Background: an optimization exercise with open tools, aiming at small area, a short achievable clock period and few clock cycles. Do not read the settings as production practice.

Setup of main:
==> flow/design.v <==
module twb_flash_engine (
    input  wire        clk,
    input  wire        rst,
    input  wire        cmd_valid,
    output wire        cmd_ready,
    input  wire        cmd_verify,       
    input  wire [15:0] cmd_length,       
    input  wire [15:0] cmd_start_page,
    input  wire [7:0]  cmd_page_size,    
    input  wire        buf_valid,
    output wire        buf_ready,
    input  wire [7:0]  buf_data,
    output wire        tx_valid,
    input  wire        tx_ready,
    output wire [7:0]  tx_data,
    output wire        tx_last,
    input  wire        ack_valid,
    output wire        ack_ready,
    input  wire        ack_ok,
    input  wire        rx_valid,
    output wire        rx_ready,
    input  wire [7:0]  rx_data,
    output reg         rsp_valid,
    output reg  [2:0]  rsp_status,
    output wire [15:0] rsp_page
);
    reg        st_idle, st_hdr, st_data, st_ack, st_read;
    reg        verify;
    reg        first;        
    reg [7:0]  ps;
    reg [15:0] rem;          
    reg [7:0]  cnt;          
    reg [15:0] idx;          
    reg [15:0] addr;         
    reg [15:0] crc;          
    reg        mul;
    reg [7:0]  o_data;
    reg        o_valid, o_last;
    reg [7:0]  s_data;
    reg        s_valid;
    reg        tx_valid_q, buf_ready_q, rx_ready_q;
    wire [3:0] step = crc[3:0];
    wire [1:0] h    = crc[5:4];
    assign cmd_ready = st_idle;
    assign ack_ready = st_ack;
    assign tx_valid  = tx_valid_q;
    assign tx_data   = o_data;
    assign tx_last   = o_last;
    assign buf_ready = buf_ready_q;
    assign rx_ready  = rx_ready_q;
    assign rsp_page  = idx;
    wire cmd_fire = st_idle & cmd_valid;
    wire tx_fire  = tx_valid_q & tx_ready;
    wire rx_fire  = rx_ready_q & rx_valid;
    wire buf_fire = buf_ready_q & buf_valid;
    wire ack_fire = st_ack & ack_valid;
    wire hdr_fire = st_hdr & tx_fire;
    wire lo_fire  = hdr_fire & (h == 2'd3);
    wire consume  = (st_data & tx_fire) | rx_fire;
    wire end_w    = st_data & tx_fire & o_last;
    wire end_v    = rx_fire & o_last;
    wire rem_nz   = |rem;
    wire more     = rem_nz | s_valid;
    wire       rx_ff  = &rx_data;
    wire [7:0] d      = rx_ff ? 8'h00 : (rx_data ^ o_data);
    wire [7:0] x      = crc[7:0] ^ d;
    wire       par    = ^x;
    wire       x_zero = (x == 8'h00);
    wire [15:0] crc_upd = {par, x[7] ^ par, x[7:2] ^ x[6:1], crc[15] ^ x[1] ^ x[0],
                           crc[14] ^ x[0], crc[13:9], crc[8] ^ par};
    wire       match  = (crc[15:8] == 8'h00) & x_zero;
    wire cnt_nz    = |cnt;
    wire in_page   = st_data | st_read | st_ack | (st_hdr & (h == 2'd3));
    wire slot_free = ~o_valid | consume | lo_fire;
    wire src_avail = s_valid | buf_valid | ~rem_nz;
    wire load      = in_page & cnt_nz & slot_free & src_avail;
    wire [7:0] src = s_valid ? s_data : (rem_nz ? buf_data : 8'hFF);
    wire [7:0] add_a = mul ? cnt : addr[7:0];
    wire [7:0] add_b = (mul & ~addr[0]) ? 8'h00 : ps;
    wire [8:0] sum   = add_a + add_b;
    wire [7:0] hi_src = mul ? {cnt[0] ^ (addr[0] & ps[0]), addr[15:9]} : addr[15:8];
    wire adv    = hdr_fire & (h == 2'd0) & ~first;
    wire ok_w   = ack_fire & ack_ok & ~verify;
    wire ok_end = (ok_w & ~more) | (end_v & match & ~more);
    wire tr_end = ack_fire & ~ack_ok;
    wire mm_end = end_v & ~match;
    wire ps_z   = (cmd_page_size == 8'd0);
    wire len_z  = (cmd_length == 16'd0);
    wire start  = cmd_fire & ~ps_z & ~len_z;
    reg        n_idle, n_hdr, n_data, n_ack, n_read;
    reg        n_mul;
    reg [15:0] n_addr;
    reg [7:0]  n_o;
    reg        n_ov, n_ol;
    reg        n_sv;
    reg [15:0] n_crc;
    always @(*) begin
        n_idle = st_idle; n_hdr = st_hdr; n_data = st_data; n_ack = st_ack; n_read = st_read;
        if (cmd_fire) begin
            n_idle = ~start; n_hdr = start;
        end
        if (lo_fire) begin
            n_hdr = 1'b0; n_data = ~verify; n_ack = verify;
        end
        if (end_w) begin
            n_data = 1'b0; n_ack = 1'b1;
        end
        if (ack_fire) begin
            n_ack  = 1'b0;
            n_read = ack_ok & verify;
            n_hdr  = ok_w & more;
            n_idle = ~ack_ok | (~verify & ~more);
        end
        if (end_v) begin
            n_read = 1'b0;
            n_hdr  = match & more;
            n_idle = ~(match & more);
        end
        n_mul = start | (mul & (step != 4'd15));
        n_addr = addr;
        if (start)    n_addr = cmd_start_page;
        else if (mul) n_addr = {sum[0], addr[15:1]};
        else if (adv) n_addr = {addr[15:8] + {7'd0, sum[8]}, sum[7:0]};
        n_o = o_data; n_ov = o_valid; n_ol = o_last;
        if (st_idle) begin
            n_o = 8'h02; n_ov = 1'b1; n_ol = 1'b0;
        end else if (st_hdr & (h != 2'd3)) begin
            if (tx_fire) begin
                case (h)
                    2'd0:    n_o = 8'h01;
                    2'd1:    n_o = hi_src;
                    default: begin n_o = addr[7:0]; n_ol = verify; end
                endcase
            end
        end else if (load) begin
            n_o = src; n_ov = 1'b1; n_ol = (cnt == 8'd1);
        end else if (consume & ~cnt_nz) begin
            n_o = 8'h02; n_ov = 1'b1; n_ol = 1'b0;
        end else if (consume | lo_fire) begin
            n_ov = 1'b0;
        end
        n_sv = st_idle ? 1'b0 : (s_valid ? ~load : (buf_fire & ~load));
        n_crc = 16'd0;
        if (st_read)
            n_crc = rx_fire ? (o_last ? 16'd0 : crc_upd) : crc;
        else if (st_hdr & ~lo_fire)
            n_crc = {crc[15:6], h + {1'b0, tx_fire}, step + {3'd0, mul}};
    end
    wire n_rem_nz = start ? 1'b1 : (buf_fire ? (rem != 16'd1) : rem_nz);
    always @(posedge clk) begin
        if (rst) begin
            st_idle     <= 1'b1;
            st_hdr      <= 1'b0;
            st_data     <= 1'b0;
            st_ack      <= 1'b0;
            st_read     <= 1'b0;
            mul         <= 1'b0;
            tx_valid_q  <= 1'b0;
            buf_ready_q <= 1'b0;
            rx_ready_q  <= 1'b0;
            rsp_valid   <= 1'b0;
        end else begin
            st_idle     <= n_idle;
            st_hdr      <= n_hdr;
            st_data     <= n_data;
            st_ack      <= n_ack;
            st_read     <= n_read;
            mul         <= n_mul;
            tx_valid_q  <= (n_hdr & (~n_mul | (n_crc[3:0] >= 4'd14))) | (n_data & n_ov);
            buf_ready_q <= ~n_idle & ~n_sv & n_rem_nz;
            rx_ready_q  <= n_read & n_ov;
            rsp_valid   <= (cmd_fire & ~start) | ok_end | tr_end | mm_end;
        end
        addr    <= n_addr;
        o_data  <= n_o;
        o_valid <= n_ov;
        o_last  <= n_ol;
        s_valid <= n_sv;
        crc     <= n_crc;
        if (start)          rem <= cmd_length;
        else if (buf_fire)  rem <= rem - 16'd1;
        if (cmd_fire) begin
            verify <= cmd_verify;
            ps     <= cmd_page_size;
        end
        if (start)                   first <= 1'b1;
        else if (hdr_fire & (h == 2'd0)) first <= 1'b0;
        if (start)           cnt <= 8'd0;
        else if (mul)        cnt <= sum[8:1];
        else if (st_hdr)     cnt <= (lo_fire & load) ? cnt - 8'd1 : ps;
        else if (load)       cnt <= cnt - 8'd1;
        if (buf_fire & ~(load & ~s_valid))
            s_data <= buf_data;
        if (cmd_fire)     idx <= start ? cmd_start_page : 16'd0;
        else if (adv)     idx <= idx + 16'd1;
        else if (ok_end)  idx <= 16'd0;
        if (cmd_fire)    rsp_status <= ps_z ? 3'd3 : 3'd0;
        else if (tr_end) rsp_status <= 3'd1;
        else if (mm_end) rsp_status <= 3'd5;
        else if (ok_end) rsp_status <= 3'd0;
    end
endmodule
==> flow/config.mk <==
export PLATFORM = sky130hd
export DESIGN_NAME = twb_flash_engine
export DESIGN_NICKNAME = twb_flash_engine
export VERILOG_FILES = /design/flow/design.v
export SDC_FILE = /design/flow/constraint.sdc
export NUM_CORES = 4
export LEC_CHECK = 0
export CAP_MARGIN = 20
export CORE_MARGIN = 2
export CORE_UTILIZATION = 40
export SLEW_MARGIN = 20
==> flow/constraint.sdc <==
create_clock -name core_clock -period 11.0 [get_ports {clk}]
set_input_delay 2.2000 -clock core_clock [delete_from_list [all_inputs] [get_ports {clk}]]
set_output_delay 2.2000 -clock core_clock [all_outputs]
set_load 0.01 [all_outputs]
standard.sh (not shown) runs the stock make flow with config.mk's settings and CLKGATE_MAP_FILE= SYNTH_SCRIPT=/design/flow/synth_recipe.tcl, a recipe that flattens the netlist after the stock synthesis.
==> flow/flow/run.sh <==
#!/bin/bash
# Standard ORFS layout with small port buffers and a lighter clock tree.
set -euo pipefail
export BUFFER_PORTS_ARGS="-buffer_cell sky130_fd_sc_hd__buf_1"
export CTS_ARGS="-sink_clustering_enable -repair_clock_nets -dont_use_dummy_load -buf_list {sky130_fd_sc_hd__clkbuf_4 sky130_fd_sc_hd__clkbuf_8} -sink_clustering_size 24 -sink_clustering_max_diameter 80"
bash standard.sh > standard.log 2>&1
The inputs of the feature branch differ from those of main as listed below.
-- flow/design.v --
<<< main, line 63
    wire more     = rem_nz | s_valid;
    wire       rx_ff  = &rx_data;
    wire [7:0] d      = rx_ff ? 8'h00 : (rx_data ^ o_data);
    wire [7:0] x      = crc[7:0] ^ d;
    wire       par    = ^x;
    wire       x_zero = (x == 8'h00);
    wire [15:0] crc_upd = {par, x[7] ^ par, x[7:2] ^ x[6:1], crc[15] ^ x[1] ^ x[0],
                           crc[14] ^ x[0], crc[13:9], crc[8] ^ par};
    wire       match  = (crc[15:8] == 8'h00) & x_zero;
    wire cnt_nz    = |cnt;
>>> the feature branch, line 63
    wire more     = rem_nz | s_valid;
    wire       rx_ff  = &rx_data;
    wire [7:0] co     = crc[7:0] ^ o_data;
    wire [7:0] x      = rx_ff ? crc[7:0] : (co ^ rx_data);
    wire       par    = rx_ff ? ^crc[7:0] : (^co ^ ^rx_data);
    wire [15:0] crc_upd = {par, x[7] ^ par, x[7:2] ^ x[6:1], crc[15] ^ x[1] ^ x[0],
                           crc[14] ^ x[0], crc[13:9], crc[8] ^ par};
    wire       x_zero = rx_ff ? (crc[7:0] == 8'h00) : (co == rx_data);
    wire       match  = (crc[15:8] == 8'h00) & x_zero;
    wire cnt_nz    = |cnt;
<<< main, line 79
    wire [7:0] add_b = (mul & ~addr[0]) ? 8'h00 : ps;
    wire [8:0] sum   = add_a + add_b;
    wire [7:0] hi_src = mul ? {cnt[0] ^ (addr[0] & ps[0]), addr[15:9]} : addr[15:8];
    wire adv    = hdr_fire & (h == 2'd0) & ~first;
    wire ok_w   = ack_fire & ack_ok & ~verify;
>>> the feature branch, line 79
    wire [7:0] add_b = (mul & ~addr[0]) ? 8'h00 : ps;
    wire [8:0] sum   = add_a + add_b;
    wire adv    = hdr_fire & (h == 2'd0) & ~first;
    wire ok_w   = ack_fire & ack_ok & ~verify;
<<< main, line 129
                case (h)
                    2'd0:    n_o = 8'h01;
                    2'd1:    n_o = hi_src;
                    default: begin n_o = addr[7:0]; n_ol = verify; end
                endcase
>>> the feature branch, line 128
                case (h)
                    2'd0:    n_o = 8'h01;
                    2'd1:    n_o = n_addr[15:8];
                    default: begin n_o = addr[7:0]; n_ol = verify; end
                endcase
--- outcome ---
- No stage failed in the feature branch, and the final checks on the layout all came back clean.
- Area share of fa/ha/maj cells after synthesis delta for the feature branch relative to main: 1.0 points higher
- From main to the feature branch the numbers moved as follows: clock-pin slew on the worst setup and hold paths neither gained nor lost much, fraction of layout instances using a drive strength above 1 picked up an extra 0.19 points, wire length after detailed routing picked up an extra 2400 um, sequential area share after synthesis lost 3.9 points, final area picked up an extra 5.6%.
- On the feature branch: final critical-path setup slack is 160 ps lower than what main gave.
- The feature branch: area after detailed placement about 6% above main
Function was not checked in any run of this note: the RTL went through the layout flow alone.

[re-timing with driven ports]
Ports are ideal in the flow. The routed layouts listed here were re-timed in OpenROAD. Step 1: set_driving_cell puts a clkbuf_16 on clk and a buf_2 on each other input, an assumption about the parent block. Step 2 moves the port delays by t, midway between the first and last clock arrival at a register: inputs arrive t later, outputs are due t later. That takes back most of the time a late clock gives input paths. a / b / c = ideal ports / drivers / drivers and shift; a / b = the first two.
| run | t (ns) | setup slack, ns | latest minus earliest clock arrival (ns) | slew at the worst register clock pin (ns) | worst data-port slew with drivers (ns) |
|---|---|---|---|---|---|
| main | 0.470 | 6.444 / 6.451 / 5.989 | 0.025 / 0.025 | 0.07 / 0.07 | 0.06 |
| the feature branch | 0.479 | 6.287 / 6.287 / 6.059 | 0.031 / 0.031 | 0.09 / 0.09 | 0.05 |
After both steps every run listed still meets setup and hold. The setup slack of main, which loses most, moves by +0.007 ns with the drivers and by -0.455 ns with both steps.
